This design comes from an exercise in tuning for small area, a short achievable clock period and few clock cycles per item on the open sky130 flow, not from production work. RTL that was checked went through simulation tests only; none was proved equivalent to the original. No activity file was given, so power comes from the tool's default toggle rates.

v45:
==> flow/design.v (excerpt) <==
module cidr_core (
    input  wire         clk,
    input  wire         rst,
    input  wire         cmd_valid,
    output wire         cmd_ready,
    input  wire [31:0]  cmd_word,
    input  wire [127:0] cmd_addr,
    output wire         rsp_valid,
    input  wire         rsp_ready,
    output wire [2:0]   rsp_status,
    output wire         rsp_info,
    output wire         rsp_flag,
    output wire [128:0] rsp_data
);
Settings: LEC_CHECK=0, CAP_MARGIN=20, CORE_MARGIN=2, CORE_UTILIZATION=40, SETUP_SLACK_MARGIN=2.5, SLEW_MARGIN=20; clock period 6.0 ns.
run.sh (not shown) runs the stock make flow with config.mk's settings and CLKGATE_MAP_FILE= SYNTH_SCRIPT=/design/flow/synth_recipe.tcl, a recipe that flattens the netlist after the stock synthesis.
Relative to v45, the following input files were edited for v36:
- setting TNS_END_PERCENT to 0 for the first time
- changing SETUP_SLACK_MARGIN from 2.5 to 3.5
==> summary.txt <==
v36 finished all stages; the layout is clean.
Power density over the cells: v36 vs v45 down about 0.56%
Compare v36 and v45 | combinational share of power lower: v45
Compared with v45, in v36 final routed wirelength across all metal layers went up; number of buffers on the longest clock path flat.
--- input diff v36..v44 ---
- CTS_CLUSTER_SIZE now 24, previously not set
- CTS_CLUSTER_DIAMETER now 80, previously not set
- SETUP_SLACK_MARGIN now 3.0, was 3.5
- CTS_BUF_LIST now sky130_fd_sc_hd__clkbuf_16, previously not set
Going from v36 to v44, maximum frequency shrank slightly. Taking v36 as the reference, in v44 post-layout instance count excluding filler cells fell by about 2.7%, wire length of the first global-routing pass saw a decrease, number of setup buffers added after CTS now smaller, clock-buffer cell count saw a decrease. Going from v36 to v44, the power density over cell area was found to have gone down by 31 nW/um^2. Looking at the reports, v44 completed the entire flow and the layout it produced met the timing, design-rule and antenna checks. Summary of v44 over v36: total number of cells along the worst setup path lost 2, routed wire length lost 5000 microns. Data required time at the worst endpoint sits lower in v44 than in v36.
Modified inputs, v59 compared to v44
- TNS_END_PERCENT no longer set, was 0
- SETUP_SLACK_MARGIN now 2.0, was 3.0
- CTS_BUF_LIST no longer set, was sky130_fd_sc_hd__clkbuf_16
- CTS_CLUSTER_SIZE no longer set, was 24
- CTS_CLUSTER_DIAMETER no longer set, was 80
## What came out
Per the comparison of v59 with v44, total of cells resized after clock tree synthesis went down by 156; final area went down by about 2.5%; period utilization went up by 13 points; synthesis-to-layout area growth went down by 3.0 points.
No run of this note included a check of the RTL's function; only the layout flow was run.


Another version of the RTL of cidr_core (not shown whole).
clock: 6.0 ns
lec_check: 0
abc_area: 1
cap_margin: 20
core_margin: 2
core_utilization: 40
cts_buf_list: sky130_fd_sc_hd__clkbuf_16
cts_cluster_diameter: 80
cts_cluster_size: 24
setup_slack_margin: 4.0
slew_margin: 20
tns_end_percent: 0
standard.sh (not shown) runs the stock make flow with config.mk's settings and CLKGATE_MAP_FILE= SYNTH_SCRIPT=/design/flow/synth_recipe.tcl, a recipe that flattens the netlist after the stock synthesis.
==> flow/flow/run.sh <==
#!/bin/bash
# The standard layout (standard.sh, unchanged steps and settings), except
# that each input and output port is buffered with a plain buf_2 rather
# than the delay cell buffer_ports picks by default. make's full output
# goes to flow.log here; each ORFS step also keeps its own log under
# orfs/logs/.
set -euo pipefail
export BUFFER_PORTS_ARGS="-buffer_cell sky130_fd_sc_hd__buf_2"
bash standard.sh > flow.log 2>&1
The first run produced a clean layout.
Testbench counts at the start, summed over its fixed seeds: cycles 4,816, items 4,800.
Then changed:
SETUP_SLACK_MARGIN = 3.0   (was 4.0)
Outcome:
- synthesized area does not change
- count of clock-buffer cells in the layout does not change
- clock power barely changes
Then changed:
CORE_UTILIZATION = 35   (was 40)
SETUP_SLACK_MARGIN = 3.5   (was 3.0)
After rerunning:
- core utilization goes down by 4.6 points
- synthesized cell count does not change
- total power goes up by 0.92%
- die area increases by 14%
- worst setup slack improves by 98 ps
- clock power climbs by about 2%
- cell count came out higher by about 5%
- via count grows by about 3%
- combinational power came out higher by about 2.7%
Then changed:
CORE_UTILIZATION = 40   (was 35)
Worst setup slack is better by 70 ps.
Routed wire length went down by about 3.4%.
Total power decreases by about 0.75%.
Clock skew shrinks by 7.7 ps.
Hold slack barely changes.
Sequential share of layout area goes up by 0.14 points.
Sequential power barely changes.
Core utilization increases by 5.7 points.
Clock power falls by about 2%.
Register-to-register slack improves by 70 ps.
Cell area stays flat.
Then changed:
==> flow/flow/run.sh (replaced) <==
#!/bin/bash
# The standard layout (standard.sh, unchanged steps and settings), except
# that each input and output port is buffered with a plain buf_1 rather
# than the delay cell buffer_ports picks by default. make's full output
# goes to flow.log here; each ORFS step also keeps its own log under
# orfs/logs/.
set -euo pipefail
export BUFFER_PORTS_ARGS="-buffer_cell sky130_fd_sc_hd__buf_1"
bash standard.sh > flow.log 2>&1
=> The new run completed without violations. First-iteration DRC count shrinks by 5.1%. Setup slack got worse by 38 ps. Total power barely changes. Sequential cell count is unchanged. Global-route usage barely changes. Clock skew is about the same. Cell area shrinks by 1.4%.


Setup of oak:
cidr_core, a different RTL version from the one above (not shown whole).
Size in the first run: ~3,300 cells after synthesis.
export LEC_CHECK = 0
export CAP_MARGIN = 20
export CORE_MARGIN = 2
export CORE_UTILIZATION = 48
export CTS_BUF_LIST = sky130_fd_sc_hd__clkbuf_16
export CTS_CLUSTER_DIAMETER = 80
export CTS_CLUSTER_SIZE = 24
export SETUP_SLACK_MARGIN = 3.0
export SLEW_MARGIN = 20
export TNS_END_PERCENT = 0
create_clock -name core_clock -period 6.0 [get_ports {clk}]
run.sh (not shown) runs the stock make flow with config.mk's settings and CLKGATE_MAP_FILE= SYNTH_SCRIPT=/design/flow/synth_recipe.tcl, a recipe that flattens the netlist after the stock synthesis.
Stock flow here: none of the scripts above is used.
Testbench counts of oak, summed over its fixed seeds: cycles 4,816, items 4,800.
--- input diff oak..pine ---
- changing CORE_UTILIZATION from 48 to 40
Notes after the runs:
In pine, relative area change from synthesis to final layout is lower than in oak.
Taking oak as the reference, in pine height of the die has increased; final routed wirelength across all metal layers has decreased; detail-routed net length per standard cell has decreased.
Input changes introduced in birch (baseline for comparison: pine):
- ABC_AREA newly set to 1
==> flow/flow/run.sh (new file) <==
#!/bin/bash
# The standard layout (standard.sh, unchanged steps and settings), except
# that each input and output port is buffered with a plain buf_2 rather
# than the delay cell buffer_ports picks by default. make's full output
# goes to flow.log here; each ORFS step also keeps its own log under
# orfs/logs/.
set -euo pipefail
export BUFFER_PORTS_ARGS="-buffer_cell sky130_fd_sc_hd__buf_2"
bash standard.sh > flow.log 2>&1
==> flow/standard.sh (new file) <==
#!/bin/bash
# synth_recipe.tcl (not shown) runs the flow's synth.tcl, then flattens the netlist and writes it again
# the make line also repeats each setting of config.mk as NAME=value (left out here)
make -C /OpenROAD-flow-scripts/flow DESIGN_CONFIG=/design/flow/config.mk WORK_HOME=/design/flow/orfs CLKGATE_MAP_FILE= SYNTH_SCRIPT=/design/flow/synth_recipe.tcl "${@:-finish}"
removed: flow/run.sh
==> summary.txt <==
Looking at most frequent standard cell in the layout excluding fill and tap cells, the sky130_fd_sc_hd__edfxtp_1 result is from pine; the sky130_fd_sc_hd__nand2_1 one comes from birch. Core util | birch vs pine | birch lower. In the flow results for birch and pine, the sequential share of layout area is larger on birch. ~same register clock-pin slew on the reported worst setup and hold paths in birch and pine. Summary: first-pass GRT wire length, birch better than pine. birch finished every step from synthesis to the final layout, and the layout passed the timing, design-rule and antenna checks.


run A:
Starting RTL as in the previous note.
==> flow/config.mk <==
export PLATFORM = sky130hd
export DESIGN_NAME = cidr_core
export DESIGN_NICKNAME = cidr_core
export VERILOG_FILES = /design/flow/design.v
export SDC_FILE = /design/flow/constraint.sdc
export NUM_CORES = 4
export LEC_CHECK = 0
export ABC_AREA = 1
export CAP_MARGIN = 20
export CORE_MARGIN = 2
export CORE_UTILIZATION = 40
export CTS_BUF_LIST = sky130_fd_sc_hd__clkbuf_16
export CTS_CLUSTER_DIAMETER = 80
export CTS_CLUSTER_SIZE = 24
export SETUP_SLACK_MARGIN = 3.5
export SLEW_MARGIN = 20
export TNS_END_PERCENT = 0
==> flow/constraint.sdc <==
create_clock -name core_clock -period 6.0 [get_ports {clk}]
set_input_delay 1.2000 -clock core_clock [delete_from_list [all_inputs] [get_ports {clk}]]
set_output_delay 1.2000 -clock core_clock [all_outputs]
set_load 0.01 [all_outputs]
standard.sh (not shown) runs the stock make flow with config.mk's settings and CLKGATE_MAP_FILE= SYNTH_SCRIPT=/design/flow/synth_recipe.tcl, a recipe that flattens the netlist after the stock synthesis.
==> flow/flow/run.sh <==
#!/bin/bash
# The standard layout (standard.sh, unchanged steps and settings), except
# that each input and output port is buffered with a plain buf_2 rather
# than the delay cell buffer_ports picks by default. make's full output
# goes to flow.log here; each ORFS step also keeps its own log under
# orfs/logs/.
set -euo pipefail
export BUFFER_PORTS_ARGS="-buffer_cell sky130_fd_sc_hd__buf_2"
bash standard.sh > flow.log 2>&1
Run A: all stages complete, timing, DRC and antenna checks passed
Testbench counts of run A, summed over its fixed seeds: cycles 4,816, items 4,800.
Input-level comparison between run B and run A:
- a deleted ABC_AREA that had been 1
==> flow/run.sh (new file) <==
#!/bin/bash
# synth_recipe.tcl (not shown) runs the flow's synth.tcl, then flattens the netlist and writes it again
# the make line also repeats each setting of config.mk as NAME=value (left out here)
make -C /OpenROAD-flow-scripts/flow DESIGN_CONFIG=/design/flow/config.mk WORK_HOME=/design/flow/orfs CLKGATE_MAP_FILE= SYNTH_SCRIPT=/design/flow/synth_recipe.tcl finish
removed: flow/flow/run.sh
removed: flow/standard.sh
Findings:
- Wire: run B routes less than run A
- The higher global-route usage of run A and run B is in run B.
- Changes observed in run B relative to run A: clock transition time at the flip-flop clock pins of the worst setup and hold paths flat; vertical die dimension down about 2.4%; data-path buffer share of cell area in the final layout up 3.3 points; clock tree cell share of total cell area flat; combinational power share up 0.4 points.
- Synthesized cell count: run A and run B compared, higher one is run A
- Per the comparison of run B with run A, maximum fanout encountered on the critical timing path went up 1, global-route met1 utilization essentially unchanged, final cell count decreased 1079.
- Run comparison: run A critical path capture point a_lsp[6]; run B critical path capture point q_data[8]
- Run B ran to completion and came out clean on the timing, design-rule and antenna checks.
Setup changes, run B to run C
- SETUP_SLACK_MARGIN: 3.5 -> 3.0
==> flow/flow/run.sh (new file) <==
#!/bin/bash
# The standard layout (standard.sh, unchanged steps and settings), except
# that each input and output port is buffered with a plain buf_2 rather
# than the delay cell buffer_ports picks by default. make's full output
# goes to flow.log here; each ORFS step also keeps its own log under
# orfs/logs/.
set -euo pipefail
export BUFFER_PORTS_ARGS="-buffer_cell sky130_fd_sc_hd__buf_2"
bash standard.sh > flow.log 2>&1
==> flow/standard.sh (new file) <==
#!/bin/bash
# synth_recipe.tcl (not shown) runs the flow's synth.tcl, then flattens the netlist and writes it again
# the make line also repeats each setting of config.mk as NAME=value (left out here)
make -C /OpenROAD-flow-scripts/flow DESIGN_CONFIG=/design/flow/config.mk WORK_HOME=/design/flow/orfs CLKGATE_MAP_FILE= SYNTH_SCRIPT=/design/flow/synth_recipe.tcl "${@:-finish}"
removed: flow/run.sh
--- outcome ---
Going from run B to run C, core utilization of the finished layout now smaller; number of global-route vias before repair comparable.
Sort run C and run B by number of gates resized after CTS asc -> top: run C
Run C vs. run B: slew at the pin closest to its max-slew limit +0.17 ns; post-layout instance count excluding filler cells +30; area after synthesis ~0 delta; number of gates on the worst path with buffers counted +2.
The higher sequential share of layout area came out of run C.


Another version of the RTL of cidr_core (not shown whole).
Size in the first run: roughly 3600 cells after synthesis, roughly 800 flip-flops.
## cidr_core
module cidr_core (
    input  wire         clk,
    input  wire         rst,
    input  wire         cmd_valid,
    output wire         cmd_ready,
    input  wire [31:0]  cmd_word,
    input  wire [127:0] cmd_addr,
    output wire         rsp_valid,
    input  wire         rsp_ready,
    output wire [2:0]   rsp_status,
    output wire         rsp_info,
    output wire         rsp_flag,
    output wire [128:0] rsp_data
);
==> flow/config.mk <==
export PLATFORM = sky130hd
export DESIGN_NAME = cidr_core
export DESIGN_NICKNAME = cidr_core
export VERILOG_FILES = /design/flow/design.v
export SDC_FILE = /design/flow/constraint.sdc
export NUM_CORES = 4
export LEC_CHECK = 0
export CAP_MARGIN = 20
export CORE_MARGIN = 2
export CORE_UTILIZATION = 40
export SLEW_MARGIN = 20
==> flow/constraint.sdc <==
create_clock -name core_clock -period 6.0 [get_ports {clk}]
set_input_delay 1.2000 -clock core_clock [delete_from_list [all_inputs] [get_ports {clk}]]
set_output_delay 1.2000 -clock core_clock [all_outputs]
set_load 0.01 [all_outputs]
run.sh (not shown) runs the stock make flow with config.mk's settings and CLKGATE_MAP_FILE= SYNTH_SCRIPT=/design/flow/synth_recipe.tcl, a recipe that flattens the netlist after the stock synthesis.
Stock flow here: none of the scripts above is used.
The first run passed the timing, design-rule and antenna checks.
Then changed:
ABC_CLOCK_PERIOD_IN_PS = 3000   (was unset)
SETUP_SLACK_MARGIN = 2.5   (was unset)
=> The new run produced a clean layout; area after synthesis does not change; clock skew is higher by 15 ps; clock-buffer cell count went up by 7; synthesized cell count is unchanged.
No run of this note included a check of the RTL's function; only the layout flow was run.


## TR
Another version of the RTL of cidr_core (not shown whole).
Size: roughly 910 flip-flops, roughly 0.042 mm² of cells after synthesis.
// cidr_core
module cidr_core (
    input  wire         clk,
    input  wire         rst,
    input  wire         cmd_valid,
    output wire         cmd_ready,
    input  wire [31:0]  cmd_word,
    input  wire [127:0] cmd_addr,
    output wire         rsp_valid,
    input  wire         rsp_ready,
    output wire [2:0]   rsp_status,
    output wire         rsp_info,
    output wire         rsp_flag,
    output wire [128:0] rsp_data
);
    genvar gi;
    reg         slot_valid [0:3];
    reg         slot_fam   [0:3];    
    reg [127:0] slot_base  [0:3];    
    reg [7:0]   slot_plen  [0:3];
    reg         slot_any   [0:3];    
    reg [6:0]   slot_last  [0:3];    
    reg  a_v;                        
    reg  rsp_v;                      
    wire adv   = ~rsp_v | rsp_ready;         
    wire a_en  = ~a_v | adv;                 
    wire a_go  = a_v & adv;                  
    assign cmd_ready = ~rst & a_en;
    assign rsp_valid = ~rst & rsp_v;
    wire [3:0]  op     = cmd_word[31:28];
    wire [1:0]  fam    = cmd_word[27:26];
    wire [1:0]  rs     = cmd_word[25:24];
  ...
Settings: LEC_CHECK=0, CAP_MARGIN=20, CORE_MARGIN=2, CORE_UTILIZATION=40, SETUP_SLACK_MARGIN=3.0, SLEW_MARGIN=20; clock period 6.0 ns.
Testbench counts of TR, summed over its fixed seeds: cycles 4,816, items 4,800.
> inputs changed (TR -> MS)
- SETUP_SLACK_MARGIN: 3.0 -> 2.5
- ABC_CLOCK_PERIOD_IN_PS: unset -> 3000
## What came out
Compared with TR, MS shows a lower logic gate share of total power.
Measured against MS, the combinational group power of TR comes out at 1.3 times the reference value.
TR leaves more setup margin than MS.
Per the comparison of MS with TR, met2 wire length has decreased, clock network area share moved up, share of post-route cells with drive strength above 1 saw a decrease.

-- re-timing with driven ports --
In the flow no input, the clock included, has a driving cell. The finished layouts below were timed again as built, in two steps. Step 1 sets driving cells, clkbuf_16 on the clock port and buf_2 on the other inputs (assumed; they add their load-dependent delay and slew). Step 2 adds t to the input delays and takes it off the output delays; t is the mean of the earliest and latest rising clock arrival at the registers after step 1. Input paths then give back, and output paths get back, about the clock's delay inside the block. a / b / c = no drivers / after step 1 / after step 2; a / b = the first two.
run | shift t [ns] | slack for setup (ns) | hold slack, ns | slew at the worst register clock pin (ns) | pins driven straight from the clock port
v45 | 0.756 | 2.427 / 2.427 / 1.868 | 0.496 / 0.496 / 0.496 | 0.07 / 0.07 | 1
v36 | 0.748 | 2.652 / 2.652 / 2.060 | 0.496 / 0.496 / 0.496 | 0.08 / 0.08 | 1
v44 | 0.732 | 2.602 / 2.602 / 2.098 | 0.516 / 0.516 / 0.516 | 0.10 / 0.10 | 1
v59 | 0.742 | 1.832 / 1.832 / 1.552 | 0.470 / 0.470 / 0.470 | 0.07 / 0.07 | 1
the first run of note 2 | 0.710 | 3.077 / 3.054 / 2.454 | 0.527 / 0.527 / 0.527 | 0.11 / 0.11 | 1
the second run of note 2 | 0.711 | 2.909 / 2.894 / 2.245 | 0.531 / 0.531 / 0.531 | 0.10 / 0.10 | 1
the third run of note 2 | 0.751 | 3.007 / 3.008 / 2.308 | 0.526 / 0.526 / 0.526 | 0.10 / 0.10 | 1
the fourth run of note 2 | 0.710 | 3.077 / 3.054 / 2.454 | 0.527 / 0.527 / 0.527 | 0.11 / 0.11 | 1
the fifth run of note 2 | 0.714 | 3.039 / 2.987 / 2.383 | 0.532 / 0.532 / 0.532 | 0.10 / 0.10 | 1
oak | 0.718 | 2.518 / 2.518 / 1.949 | 0.511 / 0.511 / 0.511 | 0.10 / 0.10 | 1
pine | 0.732 | 2.631 / 2.631 / 2.091 | 0.516 / 0.516 / 0.516 | 0.10 / 0.10 | 1
birch | 0.736 | 2.858 / 2.858 / 2.347 | 0.486 / 0.486 / 0.486 | 0.10 / 0.10 | 1
run A | 0.741 | 3.064 / 3.041 / 2.332 | 0.487 / 0.487 / 0.487 | 0.10 / 0.10 | 1
run B | 0.735 | 2.572 / 2.572 / 2.212 | 0.512 / 0.512 / 0.512 | 0.10 / 0.10 | 1
run C | 0.731 | 2.630 / 2.630 / 2.138 | 0.508 / 0.508 / 0.508 | 0.11 / 0.11 | 1
the first run of note 5 | 0.712 | 0.433 / 0.366 / 1.078 | 0.489 / 0.489 / 0.489 | 0.07 / 0.07 | 1
the second run of note 5 | 0.735 | 1.782 / 1.706 / 1.874 | 0.486 / 0.486 / 0.486 | 0.07 / 0.07 | 1
TR | 0.766 | 2.381 / 2.366 / 2.335 | 0.500 / 0.500 / 0.500 | 0.07 / 0.07 | 1
MS | 0.751 | 2.376 / 2.302 / 1.847 | 0.485 / 0.485 / 0.485 | 0.07 / 0.07 | 1
After both steps every run listed still meets setup and hold. For run A, which loses most, drivers alone change the setup slack by -0.023 ns; drivers and shift together by -0.732 ns.
